Source: an optimization exercise on an open RTL-to-GDS flow (aim: small area, a short achievable clock period and few clock cycles). Production flows keep margins and buffers that such runs may drop.
Only simulation tests tie the RTL to the original design; equivalence was not proved.
Power and IR drop assume default switching activity.

==> flow/design.v (excerpt) <==
module saes_core (
    input  wire        clk,
    input  wire        rst,
    input  wire        bus_valid,
    input  wire        bus_write,
    input  wire [3:0]  bus_addr,
    input  wire [15:0] bus_wdata,
    output wire        bus_ready,
    output reg  [15:0] bus_rdata
);
Size: roughly 1900 cells after synthesis, ~41 I/O pins, roughly 17000 um2 of cells after synthesis.
==> flow/config.mk <==
export PLATFORM = sky130hd
export DESIGN_NAME = saes_core
export DESIGN_NICKNAME = saes_core
export VERILOG_FILES = /design/flow/design.v
export SDC_FILE = /design/flow/constraint.sdc
export NUM_CORES = 4
export LEC_CHECK = 0
export CAP_MARGIN = 20
export CORE_MARGIN = 2
export CORE_UTILIZATION = 40
export SLEW_MARGIN = 20
export TNS_END_PERCENT = 0
==> flow/constraint.sdc <==
create_clock -name core_clock -period 12.0 [get_ports {clk}]
set_input_delay 2.4000 -clock core_clock [delete_from_list [all_inputs] [get_ports {clk}]]
set_output_delay 2.4000 -clock core_clock [all_outputs]
set_load 0.01 [all_outputs]
standard.sh (not shown) runs the stock make flow with config.mk's settings and CLKGATE_MAP_FILE= SYNTH_SCRIPT=/design/flow/synth_recipe.tcl, a recipe that flattens the netlist after the stock synthesis.
==> flow/flow/run.sh <==
#!/bin/bash
# Layout: the standard flow (standard synthesis, floorplan, placement,
# CTS, routing) with these changes to how the layout is made:
#  - every port is still buffered, with buf_4 cells instead of the slow
#    delay-cell buffers buffer_ports picks by default;
#  - the clock tree is built from clkbuf_8 cells in larger sink clusters
#    and without dummy loads (the tree stays balanced by CTS as usual).
# The SDC (clock period, I/O delays, loads) is unchanged. The make/ORFS
# output goes to flow_make.log here; ORFS keeps each tool's own log under
# orfs/logs/.
set -euo pipefail
MARGIN=${MARGIN:-5.9}
bash standard.sh \
    "SETUP_SLACK_MARGIN=${MARGIN}" \
    "BUFFER_PORTS_ARGS=-buffer_cell sky130_fd_sc_hd__buf_4" \
    "CTS_ARGS=-sink_clustering_enable -repair_clock_nets -dont_use_dummy_load -buf_list sky130_fd_sc_hd__clkbuf_8 -sink_clustering_size 20" \
    finish > flow_make.log 2>&1
Testbench counts at the start, summed over its fixed seeds: cycles 20,364.
==> next run, changes <==
--- a/flow/config.mk
+++ b/flow/config.mk
@@ -8 +8 @@
-export CAP_MARGIN = 20
+export CAP_MARGIN = 10
@@ -11 +11 @@
-export SLEW_MARGIN = 20
+export SLEW_MARGIN = 10
Outcome: The changed run reached the layout checks and failed them: capacitance limit, slew limit. Die area is unchanged. Synthesized cell count is unchanged. Power stays flat. Via count rises slightly. Cell count stays flat. Clock skew hardly moves. Wire length is higher slightly. Worst setup slack improves by 0.013 ns. Clock-buffer cell count is unchanged. Area after synthesis stays the same.
==> next run, changes <==
==> flow/flow/run.sh (replaced) <==
#!/bin/bash
set -euo pipefail
MARGIN=${MARGIN:-6.0}
bash standard.sh \
    "SETUP_SLACK_MARGIN=${MARGIN}" \
    "BUFFER_PORTS_ARGS=-buffer_cell sky130_fd_sc_hd__buf_4" \
    finish > flow_make.log 2>&1
--- a/flow/config.mk
+++ b/flow/config.mk
@@ -8 +8 @@
-export CAP_MARGIN = 10
+export CAP_MARGIN = 20
@@ -11,2 +11 @@
-export SLEW_MARGIN = 10
-export TNS_END_PERCENT = 0
+export SLEW_MARGIN = 20
The changed run passed the timing, DRC and antenna checks.
Power is higher by 6.2%.
Clock power goes up by 65%.
Die area does not change.
Core utilization came out higher by 2.8 points.
Worst hold slack hardly moves.
Setup slack gets better by 0.083 ns.
Via count went up by 2.0%.
Cell area increases by 6.3%.
Register-to-register slack gets better by 0.27 ns.
Global-route usage goes up by 1.1 points.
Final cell count climbs by 2.4%.


Starting RTL as in the previous note.
Settings: LEC_CHECK=0, CAP_MARGIN=20, CORE_MARGIN=2, CORE_UTILIZATION=40, SETUP_SLACK_MARGIN=5, SLEW_MARGIN=20; clock period 12.0 ns.
run.sh (not shown) runs the stock make flow with config.mk's settings and CLKGATE_MAP_FILE= SYNTH_SCRIPT=/design/flow/synth_recipe.tcl, a recipe that flattens the netlist after the stock synthesis.
Stock flow here: none of the scripts above is used.
The starting point passed the timing, DRC and antenna checks.
Testbench counts at the start, summed over its fixed seeds: cycles 20,364.
Change:
==> flow/flow/run.sh (new file) <==
#!/bin/bash
# Layout: the standard flow (standard synthesis, floorplan, placement,
# CTS, routing) with these changes to how the layout is made:
#  - every port is still buffered, with buf_4 cells instead of the slow
#    delay-cell buffers buffer_ports picks by default;
#  - the clock tree is built from clkbuf_8 cells in larger sink clusters
#    and without dummy loads (the tree stays balanced by CTS as usual).
# The SDC (clock period, I/O delays, loads) is unchanged. The make/ORFS
# output goes to flow_make.log here; ORFS keeps each tool's own log under
# orfs/logs/.
set -euo pipefail
MARGIN=${MARGIN:-6.3}
bash standard.sh \
    "SETUP_SLACK_MARGIN=${MARGIN}" \
    "BUFFER_PORTS_ARGS=-buffer_cell sky130_fd_sc_hd__buf_4" \
    "CTS_ARGS=-sink_clustering_enable -repair_clock_nets -dont_use_dummy_load -buf_list sky130_fd_sc_hd__clkbuf_8 -sink_clustering_size 20" \
    finish > flow_make.log 2>&1
==> flow/standard.sh (new file) <==
#!/bin/bash
# synth_recipe.tcl (not shown) runs the flow's synth.tcl, then flattens the netlist and writes it again
# the make line also repeats each setting of config.mk as NAME=value (left out here)
make -C /OpenROAD-flow-scripts/flow DESIGN_CONFIG=/design/flow/config.mk WORK_HOME=/design/flow/orfs CLKGATE_MAP_FILE= SYNTH_SCRIPT=/design/flow/synth_recipe.tcl "${@:-finish}"
SETUP_SLACK_MARGIN = not set   (was 5)
removed: flow/run.sh
Power fell by 0.49%.
Clock-buffer cell count is unchanged.
Routed wire length increases by 7.2%.
Via count is higher by 2.6%.
Fmax came out higher by 14%.
Worst setup slack improves by 0.88 ns.
Critical path depth is lower by 1.
Clock power goes down by 41%.
Synthesized area is unchanged.
Sequential cell count does not change.
Change:
--- a/flow/flow/run.sh
+++ b/flow/flow/run.sh
@@ -11,3 +11,3 @@
 set -euo pipefail
-MARGIN=${MARGIN:-6.3}
+MARGIN=${MARGIN:-5.9}
 bash standard.sh \
Result:
- The changed run completed without violations
- global-route usage drops by 0.98 points
- non-clock buffer count came out lower by 69
- clock power decreases by a few percent
- core utilization drops by 3.2 points
- routed wire length decreases by a few percent
Change:
==> flow/flow/run.sh (replaced) <==
#!/bin/bash
set -euo pipefail
MARGIN=${MARGIN:-6.0}
bash standard.sh \
    "SETUP_SLACK_MARGIN=${MARGIN}" \
    "BUFFER_PORTS_ARGS=-buffer_cell sky130_fd_sc_hd__buf_4" \
    finish > flow_make.log 2>&1
CORE_UTILIZATION = 70   (was 40)
PLACE_DENSITY = 0.8   (was not set)
After rerunning:
- The changed run died in global routing (GRT-0232)
- synthesized cell count does not change
- area after synthesis does not change

## port drivers added, routing unchanged
How much do the figures lean on ideal ports? The routed layouts below were timed once more, with nothing changed but the port constraints. Step 1: set_driving_cell puts a clkbuf_16 on clk and a buf_2 on each other input, an assumption about the parent block. Step 2 moves the port delays by t, midway between the first and last clock arrival at a register: inputs arrive t later, outputs are due t later. That takes back most of the time a late clock gives input paths. Slacks: ideal / step 1 / step 2; pairs: ideal / step 1.
run | t, ns | setup WS [ns] | hold slack, ns | cell pins on the clock port's net
the first run of note 1 | 0.565 | 5.819 / 5.819 / 5.375 | 0.501 / 0.501 / 0.501 | 1
the second run of note 1 | 0.572 | 5.832 / 5.853 / 5.287 | 0.502 / 0.502 / 0.502 | 1
the third run of note 1 | 0.530 | 5.915 / 5.838 / 5.511 | 0.500 / 0.500 / 0.500 | 1
the first run of note 2 | 0.505 | 5.001 / 4.981 / 4.810 | 0.506 / 0.506 / 0.506 | 1
the second run of note 2 | 0.574 | 5.878 / 5.818 / 5.741 | 0.506 / 0.506 / 0.506 | 1
the third run of note 2 | 0.564 | 5.881 / 5.872 / 5.345 | 0.509 / 0.509 / 0.509 | 1
The setup slack of the second run of note 1, which loses most, moves by +0.021 ns with the drivers and by -0.545 ns with both steps.
